This design comes from an exercise in tuning for small area, a short achievable clock period and few clock cycles per item on the open sky130 flow, not from production work. Function was checked by simulation only, so behaviour that the tests miss may differ from the original. Power and IR drop assume default switching activity.

[flow/config.mk]
export PLATFORM = sky130hd
export DESIGN_NAME = shay_core
export DESIGN_NICKNAME = shay_core
export VERILOG_FILES = /design/flow/design.v
export SDC_FILE = /design/flow/constraint.sdc
export NUM_CORES = 4
export LEC_CHECK = 0
export CAP_MARGIN = 20
export CORE_MARGIN = 2
export CORE_UTILIZATION = 30
export SLEW_MARGIN = 20
[flow/constraint.sdc]
create_clock -name core_clock -period 15.0 [get_ports {clk}]
set_input_delay 3.0000 -clock core_clock [delete_from_list [all_inputs] [get_ports {clk}]]
set_output_delay 3.0000 -clock core_clock [all_outputs]
set_load 0.01 [all_outputs]
[flow/design.v]
module shay_core (
    input  wire        clk,
    input  wire        rst,
    input  wire        cmd_valid,
    output wire        cmd_ready,
    input  wire [15:0] cmd,
    output wire        rsp_valid,
    input  wire        rsp_ready,
    output wire        rsp_ok,
    output wire [31:0] rsp_data,
    output wire [20:0] status
);
    localparam [2:0] S_IDLE = 3'd0,
                     S_LOAD = 3'd1,
                     S_RND  = 3'd4,
                     S_FOLD = 3'd5,
                     S_PADL = 3'd6;
    localparam [1:0] M_ACTIVE = 2'd0,
                     M_DONE   = 2'd1,
                     M_ERROR  = 2'd2;
    localparam [1:0] C_ILLEGAL  = 2'd1,
                     C_SEQUENCE = 2'd2,
                     C_TOOLARGE = 2'd3;
    localparam [63:0] LEN_MAX = 64'hFFFF_FFFF_FFFF_FFF8;
    wire [31:0] iv [0:12];
    assign iv[0]  = 32'h243F6A88;
    assign iv[1]  = 32'hB7E15162;
    assign iv[2]  = 32'h6A09E667;
    assign iv[3]  = 32'hBB67AE85;
    assign iv[4]  = 32'h3C6EF372;
    assign iv[5]  = 32'hB17217F7;
    assign iv[6]  = 32'h193EA7AA;
    assign iv[7]  = 32'h9C041F7E;
    assign iv[8]  = 32'h9E3779B9;
    assign iv[9]  = 32'hC5BF891B;
    assign iv[10] = 32'hE2DFC48D;
    assign iv[11] = 32'h544FA6D4;
    assign iv[12] = 32'h52C72113;
    reg [31:0] h   [0:12];    
    reg [31:0] wv  [0:12];    
    reg [31:0] w   [0:15];    
    reg [7:0]  blk [0:63];    
    reg [5:0]  bp;            
    reg [63:0] len;           
    reg [1:0]  fin;           
    reg [2:0]  seq;           
    reg [7:0]  j;             
    reg [1:0]  mode;
    reg [1:0]  cause;
    reg [15:0] tval;
    reg        rspv;
    reg        rspok;
    reg [31:0] rspd;
    wire busy = (seq != S_IDLE) || rspv;
    assign cmd_ready = !busy && !rst;
    assign rsp_valid = rspv;
    assign rsp_ok    = rspok;
    assign rsp_data  = rspd;
    assign status    = {tval, cause, mode, busy};
    wire [3:0] op   = cmd[15:12];
    wire [3:0] rz   = cmd[11:8];
    wire [7:0] imm8 = cmd[7:0];
    wire is_init   = (rz == 4'd0) && (op == 4'h1) && (imm8 == 8'd0);
    wire is_absorb = (rz == 4'd0) && (op == 4'h2);
    wire is_final  = (rz == 4'd0) && (op == 4'h3) && (imm8 == 8'd0);
    wire is_rdhex  = (rz == 4'd0) && (op == 4'h4) && (imm8 <= 8'd103);
    wire is_rdh    = (rz == 4'd0) && (op == 4'h5) && (imm8 <= 8'd12);
    wire is_legal  = is_init || is_absorb || is_final || is_rdhex || is_rdh;
    wire accept = cmd_valid && cmd_ready;
    wire in_error   = (mode == M_ERROR);
    wire flt_illeg  = !is_legal;
    wire flt_seq    = ((is_absorb || is_final) && (mode == M_DONE)) ||
                      (is_rdhex && (mode == M_ACTIVE));
    wire flt_large  = is_absorb && (len == LEN_MAX);
    wire fault      = !in_error && (flt_illeg || flt_seq || flt_large);
    wire [1:0] fault_cause = flt_illeg ? C_ILLEGAL : (flt_seq ? C_SEQUENCE : C_TOOLARGE);
    wire do_cmd    = accept && !in_error && !fault;
    wire do_init   = do_cmd && is_init;
    wire do_absorb = do_cmd && is_absorb;
    wire do_final  = do_cmd && is_final;
    wire do_rdhex  = do_cmd && is_rdhex;
    wire do_rdh    = do_cmd && is_rdh;
    wire [3:0]  hex_word  = imm8[6:3];
    wire [2:0]  hex_digit = imm8[2:0];
    wire [31:0] hex_src   = h[hex_word];
    wire [3:0]  hex_nib   = hex_src[(7 - hex_digit) * 4 +: 4];
    wire [7:0]  hex_char  = (hex_nib <= 4'd9) ? (8'h30 + {4'd0, hex_nib})
                                              : (8'h57 + {4'd0, hex_nib});
    wire [31:0] ra = wv[0];
    wire [31:0] rb = wv[1];
    wire [31:0] rc = wv[2];
    wire [31:0] rd = wv[3];
    wire [31:0] re = wv[4];
    wire [31:0] mix_a  = {ra[26:0], ra[31:27]} | (ra >> 7) | (ra << 7);    
    wire [31:0] mix_b  = {rb[1:0], rb[31:2]}   | (rb >> 2) | (rb << 2);    
    wire phase1 = (j < 8'd80);
    wire phase2 = (j >= 8'd80) && (j < 8'd160);
    wire [31:0] f1 = (rb & rc) | (~rb & rd);
    wire [31:0] f2 = rb ^ rc ^ rd;
    wire [31:0] f3 = (rb & rc) | (rb & rd) | (rc & rd);
    wire [31:0] fun = phase1 ? f1 : (phase2 ? f2 : f3);
    wire [31:0] kbase = phase1 ? 32'h5A827999 : (phase2 ? 32'h6ED9EBA1 : 32'h8F1BBCDC);
    wire [31:0] kj    = kbase + {24'd0, j};
    wire [31:0] temp = mix_a + fun + re + kj + w[0];
    wire [31:0] xn    = w[13] ^ w[8] ^ w[2] ^ w[0];
    wire [31:0] w_new = {xn[30:0], xn[31]} | (xn >> 3) | (xn << 3);
    wire [7:0] len_byte [0:7];
    genvar g;
    generate
        for (g = 0; g < 8; g = g + 1) begin : g_lenb
            assign len_byte[g] = len[(7 - g) * 8 +: 8];
        end
    endgenerate
    generate
        for (g = 0; g < 64; g = g + 1) begin : g_blk
            always @(posedge clk) begin
                if (do_absorb && (bp == g)) begin
                    blk[g] <= imm8;
                end else if (do_final) begin
                    if (bp == g)
                        blk[g] <= 8'h80;
                    else if (g > bp) begin
                        if ((g >= 56) && (bp <= 6'd55))
                            blk[g] <= len_byte[(g >= 56) ? (g - 56) : 0];
                        else
                            blk[g] <= 8'h00;
                    end
                end else if (seq == S_PADL) begin
                    if (g >= 56)
                        blk[g] <= len_byte[(g >= 56) ? (g - 56) : 0];
                    else
                        blk[g] <= 8'h00;
                end
            end
        end
    endgenerate
    integer i;
    always @(posedge clk) begin
        if (seq == S_LOAD) begin
            for (i = 0; i < 16; i = i + 1)
                w[i] <= {blk[4*i], blk[4*i+1], blk[4*i+2], blk[4*i+3]};
            for (i = 0; i < 13; i = i + 1)
                wv[i] <= h[i];
        end else if (seq == S_RND) begin
            for (i = 0; i < 15; i = i + 1)
                w[i] <= w[i+1];
            w[15] <= w_new;
            wv[4] <= rd;
            wv[3] <= rc;
            wv[2] <= mix_b;
            wv[1] <= ra;
            wv[0] <= temp;
        end
    end
    always @(posedge clk) begin
        if (rst) begin
            for (i = 0; i < 13; i = i + 1)
                h[i] <= iv[i];
            bp    <= 6'd0;
            len   <= 64'd0;
            fin   <= 2'd0;
            seq   <= S_IDLE;
            j     <= 8'd0;
            mode  <= M_ACTIVE;
            cause <= 2'd0;
            tval  <= 16'd0;
            rspv  <= 1'b0;
            rspok <= 1'b0;
            rspd  <= 32'd0;
        end else begin
            if (rspv && rsp_ready)
                rspv <= 1'b0;
            if (accept) begin
                if (in_error || fault) begin
                    rspv  <= 1'b1;
                    rspok <= 1'b0;
                    rspd  <= 32'd0;
                    if (fault) begin
                        mode  <= M_ERROR;
                        cause <= fault_cause;
                        tval  <= cmd;
                    end
                end else if (do_init) begin
                    for (i = 0; i < 13; i = i + 1)
                        h[i] <= iv[i];
                    len   <= 64'd0;
                    bp    <= 6'd0;
                    fin   <= 2'd0;
                    mode  <= M_ACTIVE;
                    rspv  <= 1'b1;
                    rspok <= 1'b1;
                    rspd  <= 32'd0;
                end else if (do_absorb) begin
                    len <= len + 64'd8;
                    bp  <= bp + 6'd1;
                    if (bp == 6'd63) begin
                        seq <= S_LOAD;
                        j   <= 8'd0;
                    end else begin
                        rspv  <= 1'b1;
                        rspok <= 1'b1;
                        rspd  <= 32'd0;
                    end
                end else if (do_final) begin
                    fin <= (bp <= 6'd55) ? 2'd2 : 2'd1;
                    bp  <= 6'd0;
                    seq <= S_LOAD;
                    j   <= 8'd0;
                end else if (do_rdhex) begin
                    rspv  <= 1'b1;
                    rspok <= 1'b1;
                    rspd  <= {24'd0, hex_char};
                end else if (do_rdh) begin
                    rspv  <= 1'b1;
                    rspok <= 1'b1;
                    rspd  <= h[imm8[3:0]];
                end
            end
            case (seq)
                S_LOAD: begin
                    seq <= S_RND;
                    j   <= 8'd0;
                end
                S_RND: begin
                    if (j == 8'd239) begin
                        seq <= S_FOLD;
                        j   <= 8'd0;
                    end else begin
                        j <= j + 8'd1;
                    end
                end
                S_FOLD: begin
                    for (i = 0; i < 13; i = i + 1)
                        h[i] <= h[i] + wv[i];
                    if (fin == 2'd1) begin
                        seq <= S_PADL;
                    end else begin
                        seq   <= S_IDLE;
                        rspv  <= 1'b1;
                        rspok <= 1'b1;
                        rspd  <= 32'd0;
                        if (fin == 2'd2) begin
                            fin  <= 2'd0;
                            mode <= M_DONE;
                        end
                    end
                end
                S_PADL: begin
                    fin <= 2'd2;
                    seq <= S_LOAD;
                    j   <= 8'd0;
                end
                default: ;
            endcase
        end
    end
endmodule
[flow/run.sh]
#!/bin/bash
# synth_recipe.tcl (not shown) runs the flow's synth.tcl, then flattens the netlist and writes it again
# the make line also repeats each setting of config.mk as NAME=value (left out here)
make -C /OpenROAD-flow-scripts/flow DESIGN_CONFIG=/design/flow/config.mk WORK_HOME=/design/flow/orfs CLKGATE_MAP_FILE= SYNTH_SCRIPT=/design/flow/synth_recipe.tcl finish
==> metrics.md <==
| Metric | Value |
|---|---|
| DRC errors left | 0 |
| Flop-to-flop setup slack | 7.42 ns |
| Kind of end point of the critical path | register |
| Hold slack | 0.4536 ns |
| DP Cell Count | 15459 |
| Post-CTS sizing | 0 |
| Synth Flop Type | edfxtp_1 |
| Vias in the first global route | 83356 |
| CP required | 15.69 ns |
| Period utilization | 53.89% |
| Mean Syn Cell Area | 9.780 um^2 |
| Final Setup Violations | 0 |
| Number of setup buffers added after CTS | 0 |
| Cell variety after synth | 100 |
| CTS root buf | clkbuf_16 |
| Fin nets | 11555 |
| Worst-Margin Slew | 1.215 ns |
| Startpoint Class | input port |
| Hold_buf cts | 0 |
| Asr flop ratio synth | 0% |
| Gr usage total | 21.76% |
| Max-cap violations | 0 |
| Seq pwr share | 50.0% |
| Final min period | 8.083 ns |
| Clock transition at path regs | 0.06 ns |
| Comb pwr share | 2.9% |
| Synthesized area | 107800 um^2 |
| Post-synth EDFFs | 1440 |
| Syn Nets | 11666 |
| First-pass GRT wire length | 588.1 mm |
| Synth top area share | 40.13% |
| Vias per cell | 5.570 |
| Finished Layout Cells | 15860 |
| Pwr/cell area | 96.21 nW/um^2 |
| Hold Crit Class | reg -> reg |
| Critical path class | in -> reg |
| Port bufs | 75 |
| Initial Util | 30.07% |
| Synth Register Bits | 1990 |
| CTS buffer count | 218 |
| CORE AREA | 358400 um^2 |
| CTS tree | built |
| Die area | 364000 um^2 |
| TritonCTS Sinks | 1990 |
| Post-Route WL | 408.7 mm |
| Peak supply drop | 103.8 uV |
| CTS H-tree lvls | 4 |
| Initial detailed-routing violation count | 11248 |
| Switching power share of the total | 22.49% |
| Grt total ovfl | 0 |
| Largest net degree at the start of global routing | 190 |
| Pleak | 45.37 nW |
| Most frequent cells in the layout | 2322 x nand2_1, 1440 x edfxtp_1, 817 x nor2_1 |
| Sequential element share of the synthesized area | 50.35% |
| Max-slew violations | 0 |
| Max Clock Freq | 123.7 MHz |
| Cell accounting for the most synthesized area | edfxtp_1 |
| Most common cell after layout, fill and taps aside | nand2_1 |
| Setup TNS | 0 ns |
| Vias | 88337 |
| Die span in y | 603.3 um |
| Synth Instances | 11018 |
| Final Hold Vio Count | 0 |
| Status | timing/DRC/antenna clean |
| Worst R2R Path Depth | 25 |
| Crit path DAT | 8.78 ns |
| GPL Wtd Cong | 1.003 |
| Switching power | 0.002620 W |
| Hold depth | 2 |
| Ratio of cells with drive above 1 in the final layout | 6.082% |
| Synth Warn # | 5 |
| DP HPWL | 285.1 mm |
| Die Wd | 603.3 um |
| Worst skew pair latency | 0.97 ns |
| Area Overhead vs Synth | 12.37% |
| Clock share of power | 47.1% |
| Rows | 220 |
| Drt wl/cell | 25.77 um |
| Clock buffer depth | 4 |
| Int Power | 0.009030 W |
| RSZ-0062 raised after global routing | false |
| Worst Skew | 0.1023 ns |
| Slew headroom | 17.91% |
| First drt pass iteration count | 6 |
| Num ports | 76 |
| Routed Antenna Nets | 0 |
| Area contributors post-synth | edfxtp_1 40%, dfxtp_1 10%, nand2_1 8.1% |
| Max Fanout on Critical Path | 38 |
| Initial antenna violation count | 19 |
==> Yosys cell counts (84+ instances only) <==
library cell / count
nand2_1: 2332
edfxtp_1: 1440
nor2_1: 828
a21oi_1: 636
dfxtp_1: 550
ha_1: 491
o21ai_0: 473
clkbuf_1: 464
nor3_1: 385
xnor2_1: 298
inv_1: 261
nand3_1: 253
xor2_1: 221
a21o_1: 215
a22o_1: 167
a22oi_1: 141
fa_1: 137
a221oi_1: 116
and2_1: 105
nor4_1: 93
nand2b_1: 91
nor2b_1: 84
==> power groups by stage <==
stage / clock [W] / sequential [W] / combinational, W
2_1_floorplan: 0 / 0.00594 / 0.000156
3_3_place_gp: 0 / 0.00594 / 0.000314
3_5_place_dp: 0 / 0.00594 / 0.000313
4_1_cts: 0.00554 / 0.00583 / 0.000314
5_1_grt: 0.00574 / 0.00582 / 0.000332
6_report: 0.00549 / 0.00583 / 0.000333
==> state kept, by name (all words and copies together) (netlist names) <==
register  count
blk         512
rspv          1
tval         16
j             8
rspd         32
w           512
rspok         1
len          61
mode          2
h           416
fin           2
seq           3
wv          416
cause         2
bp            6
==> metal layers <==
layer,part of all wire (%),track usage [%],wire length [um],vias to the layer above
met3,9.5,4.175,38990,945
met1,41,29.30,169000,43311
li1,-,-,-,39564
met4,5.7,11.03,23250,20
met5,0.028,0,115,-
met2,43,33.24,177300,4497
==> kinds of logic (layout without fill, tap and decap cells) <==
| kind of cell | count (synthesis) | count (layout) | synth area share (%) |
|---|---|---|---|
| buffers and inverters | 869 | 932 | 3.112 |
| XOR/XNOR | 519 | 519 | 4.218 |
| multiplexers | 71 | 71 | 0.7048 |
| flip-flops | 1990 | 1990 | 50.35 |
| AO/OA/AOI/OAI | 2465 | 2465 | 15.26 |
| other | 0 | 6 | 0 |
| AND/OR/NAND/NOR | 4476 | 4476 | 18.11 |
| adder cells (fa/ha/maj) | 628 | 628 | 8.246 |
==> stage by stage <==
step                power, W  worst slack, ns  cell area, um^2  util [%]
finish               0.01165            6.917           121100     33.79
global route         0.01190            6.962           121100     33.78
CTS                  0.01168            7.248           121000     33.77
detailed placement  0.006257            6.236           113900     31.79
global placement    0.006259            6.449           113900     31.78
floorplan           0.006099            2.488           107800         -
==> path summary, 6_finish.rpt <==
kind | start | end
setup / recovery | cmd[3] | blk[37][0]$_SDFFCE_PN0P_
hold / removal | tval[7]$_SDFFE_PP0P_ | tval[7]$_SDFFE_PP0P_
setup reg to reg | j[5]$_SDFFE_PP0P_ | wv[0][24]$_DFFE_PP_
hold reg to reg | tval[7]$_SDFFE_PP0P_ | tval[7]$_SDFFE_PP0P_
==> worst max-delay path, stage by stage <==
cell and delay [ns]:
buf_4 0.45, buf_4 0.56, or2_2 0.50, a21o_1 0.29, nor3_1 0.09, o21bai_1 0.47, o2111ai_4 0.50, nor3_2 0.56
nand2_1 0.44, nor2_1 0.83, o21ai_0 0.59, a21o_1 0.43
==> layout make-up <==
| type | instances | area [um^2] |
|---|---|---|
| clock buffers | 278 | 5914 |
| well taps | 4773 | 5972 |
| flip-flops and latches | 1990 | 54250 |
| diodes | 6 | 15.01 |
| fillers | 36422 | 237300 |
| inverters | 266 | 1017 |
| repair buffers | 272 | 2283 |
| multi-input cells | 8159 | 50430 |
| clock inverters | 116 | 1204 |
Testbench counts, summed over its fixed seeds: cycles 91,369, bytes 13,260.

[port drivers added, routing unchanged]
The results above use ideal ports. As a check the final layout listed here was re-extracted and re-timed, cells and wires unchanged.
Step 1, drivers: a clkbuf_16 drives clk and a buf_2 each remaining input, both assumed.
Step 2 moves the port delays by t, midway between the first and last clock arrival at a register: inputs arrive t later, outputs are due t later. That takes back most of the time a late clock gives input paths.
a / b / c = ideal / step 1 / step 2; a / b = the first two.
shift t [ns]: 1.016
setup slack, ns: 6.917 / 6.904 / 5.889
clock arrival spread, ns: 0.109 / 0.109
slew at the worst register clock pin (ns): 0.07 / 0.07
pins driven straight from the clock port: 1
After both steps setup and hold are still met in this run. The setup slack of this run moves by -0.013 ns with the drivers and by -1.028 ns with both steps.
